Background: an optimization exercise with open tools, aiming at small area, a short achievable clock period and few clock cycles per item. Do not read the settings as production practice.
RTL that was checked went through simulation tests only; none was proved equivalent to the original.

Setup of oak:
==> flow/design.v <==
module tea_cbc_engine (
    input  wire         clk,
    input  wire         rst,
    input  wire         in_valid,
    output wire         in_ready,
    input  wire [1:0]   in_op,
    input  wire         in_first,
    input  wire [127:0] in_key,
    input  wire [31:0]  in_a,
    input  wire [31:0]  in_b,
    output wire         out_valid,
    input  wire         out_ready,
    output wire [31:0]  out_a,
    output wire [31:0]  out_b
);
    reg [31:0] p, q;           
    reg [63:0] kr;             
    reg [31:0] cv_a, cv_b;     
    reg        cvz;            
    reg [5:0]  n;              
    reg        run, fixe, fixd, outv, dec;
    reg [31:0] s;              
    function [31:0] s_of;
        input [4:0] j;
        begin
            case (j)
            5'd0: s_of = 32'h9E3779B9;
            5'd1: s_of = 32'h3C6EF372;
            5'd2: s_of = 32'hDAA66D2B;
            5'd3: s_of = 32'h78DDE6E4;
            5'd4: s_of = 32'h1715609D;
            5'd5: s_of = 32'hB54CDA56;
            5'd6: s_of = 32'h5384540F;
            5'd7: s_of = 32'hF1BBCDC8;
            5'd8: s_of = 32'h8FF34781;
            5'd9: s_of = 32'h2E2AC13A;
            5'd10: s_of = 32'hCC623AF3;
            5'd11: s_of = 32'h6A99B4AC;
            5'd12: s_of = 32'h08D12E65;
            5'd13: s_of = 32'hA708A81E;
            5'd14: s_of = 32'h454021D7;
            5'd15: s_of = 32'hE3779B90;
            5'd16: s_of = 32'h81AF1549;
            5'd17: s_of = 32'h1FE68F02;
            5'd18: s_of = 32'hBE1E08BB;
            5'd19: s_of = 32'h5C558274;
            5'd20: s_of = 32'hFA8CFC2D;
            5'd21: s_of = 32'h98C475E6;
            5'd22: s_of = 32'h36FBEF9F;
            5'd23: s_of = 32'hD5336958;
            5'd24: s_of = 32'h736AE311;
            5'd25: s_of = 32'h11A25CCA;
            5'd26: s_of = 32'hAFD9D683;
            5'd27: s_of = 32'h4E11503C;
            5'd28: s_of = 32'hEC48C9F5;
            5'd29: s_of = 32'h8A8043AE;
            5'd30: s_of = 32'h28B7BD67;
            5'd31: s_of = 32'hC6EF3720;
            endcase
        end
    endfunction
    function [31:0] add;
        input [31:0] x, y;
        input        inv, ci;
        reg   [31:0] u, g, p, gn, pn;
        integer      i, j, l;
        begin
            u = x ^ {32{inv}};
            g = u & y;
            p = u ^ y;
            g[0] = g[0] | (p[0] & ci);
            for (l = 0; l < 5; l = l + 1) begin
                gn = g; pn = p;
                for (i = 0; i < 32; i = i + 1)
                    if (((i + 1) % (2 << l)) == 0) begin
                        j = i - (1 << l);
                        gn[i] = g[i] | (p[i] & g[j]);
                        pn[i] = p[i] & p[j];
                    end
                g = gn; p = pn;
            end
            for (l = 3; l >= 0; l = l - 1) begin
                gn = g; pn = p;
                for (i = 0; i < 32; i = i + 1)
                    if (((i + 1) % (2 << l)) == (1 << l) && i >= (2 << l)) begin
                        j = i - (1 << l);
                        gn[i] = g[i] | (p[i] & g[j]);
                        pn[i] = p[i] & p[j];
                    end
                g = gn; p = pn;
            end
            add = x ^ y ^ {g[30:0], ci};
        end
    endfunction
    wire [5:0]  n1 = n + 6'd1;
    wire [31:0] ka = kr[31:0];
    wire [31:0] kb = kr[63:32];
    wire [31:0] t1 = {add({4'b0, q[27:0]}, {4'b0, ka[31:4]}, 1'b0, 1'b0), ka[3:0]};
    wire [31:0] t2 = add(q, s, 1'b0, 1'b0);
    wire [31:0] t3 = add({5'b0, q[31:5]}, kb, 1'b0, 1'b0);
    wire [31:0] mx = t1 ^ t2 ^ t3;
    wire [31:0] nw = add(p, mx, dec, 1'b0);
    wire in_dec = in_op[0];
    wire use_cv = in_op[1] & ~in_first & ~cvz;
    wire [31:0] ch_a = use_cv ? cv_a : 32'd0;
    wire [31:0] ch_b = use_cv ? cv_b : 32'd0;
    wire fix  = fixe | fixd;
    wire busy = run | fix;
    wire last = run & (n == 6'd63);
    wire load = in_valid & ~busy & (~outv | out_ready);
    wire acc  = (last & ~dec) | fixd;      
    assign in_ready  = acc;
    assign out_valid = outv;
    assign out_a     = p;
    assign out_b     = q;
    always @(posedge clk) begin
        if (run) begin
            kr <= (~n[0] ^ dec) ? in_key[127:64] : in_key[63:0];
            s  <= s_of(n1[5:1] ^ {5{dec}});
        end else begin
            kr <= in_dec ? in_key[127:64] : in_key[63:0];
            s  <= s_of({5{in_dec}});
        end
        if (load) begin
            n   <= 6'd0;
            dec <= in_dec;
            p   <= in_b;
            q   <= in_a;
        end else if (fix) begin
            p <= q ^ ch_a;
            q <= p ^ ch_b;
        end else if (run) begin
            n <= n1;
            p <= q;
            q <= nw;
        end
        if (rst) begin
            run  <= 1'b0;
            fixe <= 1'b0;
            fixd <= 1'b0;
            outv <= 1'b0;
            cvz  <= 1'b1;
        end else begin
            fixe <= load & ~in_dec;
            fixd <= last & dec;
            if (load & in_dec | fixe)
                run <= 1'b1;
            else if (last)
                run <= 1'b0;
            if (acc)
                outv <= 1'b1;
            else if (out_ready)
                outv <= 1'b0;
            if (acc & in_op[1]) begin
                cvz <= 1'b0;
                if (dec) begin
                    cv_a <= in_a;
                    cv_b <= in_b;
                end else begin
                    cv_a <= q;
                    cv_b <= nw;
                end
            end
        end
    end
endmodule
export LEC_CHECK = 0
export CAP_MARGIN = 20
export CORE_MARGIN = 2
export CORE_UTILIZATION = 40
export SETUP_SLACK_MARGIN = 5
export SLEW_MARGIN = 20
create_clock -name core_clock -period 11.0 [get_ports {clk}]
run.sh (not shown) runs the stock make flow with config.mk's settings and CLKGATE_MAP_FILE= SYNTH_SCRIPT=/design/flow/synth_recipe.tcl, a recipe that flattens the netlist after the stock synthesis.
Here is what was changed in the inputs of pine compared with oak.
-- flow/design.v --
<<< oak, line 73
                gn = g; pn = p;
                for (i = 0; i < 32; i = i + 1)
                    if (((i + 1) % (2 << l)) == 0) begin
                        j = i - (1 << l);
                        gn[i] = g[i] | (p[i] & g[j]);
                        pn[i] = p[i] & p[j];
                    end
                g = gn; p = pn;
            end
            for (l = 3; l >= 0; l = l - 1) begin
                gn = g; pn = p;
                for (i = 0; i < 32; i = i + 1)
                    if (((i + 1) % (2 << l)) == (1 << l) && i >= (2 << l)) begin
                        j = i - (1 << l);
                        gn[i] = g[i] | (p[i] & g[j]);
                        pn[i] = p[i] & p[j];
>>> pine, line 73
                gn = g; pn = p;
                for (i = 0; i < 32; i = i + 1)
                    if ((i >> l) & 1) begin
                        j = ((i >> l) << l) - 1;
                        gn[i] = g[i] | (p[i] & g[j]);
                        pn[i] = p[i] & p[j];
[summary]
On count of clock buffers in the final design: between pine and oak, it ends up higher for oak.
On via count: between pine and oak, it ends up higher for pine.
Complex-gate fraction of the synthesized area, pine and oak, higher one = pine.
Summary of pine over oak: clock skew went up 0.0067 ns, die outline width went down 0.40%, global-route usage held, final-layout non-clock buffer area share went down 0.86 points.
pine completed every stage of the flow, and the final layout passed the timing, DRC and antenna checks.
The run with more routed wire is oak, not pine.
In pine, the number of non-filler instances in the completed layout came out 2.0% below the value in oak.
The worst setup path endpoint comes out q[19] in one run and q[30] in the other, namely in pine and oak respectively.
Sort pine and oak by utilization after layout desc -> top: oak
Testbench counts of pine, summed over its fixed seeds: cycles 211,208, items 3,200.
Only the layout flow was run in oak; the RTL was not checked for function there.

==> what the ideal ports hide <==
How much do the figures lean on ideal ports? The routed layouts below were timed once more, with nothing changed but the port constraints. Step 1 sets driving cells, clkbuf_16 on the clock port and buf_2 on the other inputs (assumed; they add their load-dependent delay and slew). Step 2 adds t to the input delays and takes it off the output delays; t is the mean of the earliest and latest rising clock arrival at the registers after step 1. Input paths then give back, and output paths get back, about the clock's delay inside the block. Slacks: no drivers / after step 1 / after step 2; pairs: no drivers / after step 1.
run	shift t [ns]	setup WS [ns]	worst setup path at the end
oak	0.611	5.190 / 5.190 / 5.190	register to register
pine	0.621	5.388 / 5.388 / 5.388	register to register
After both steps every run listed still meets setup and hold.
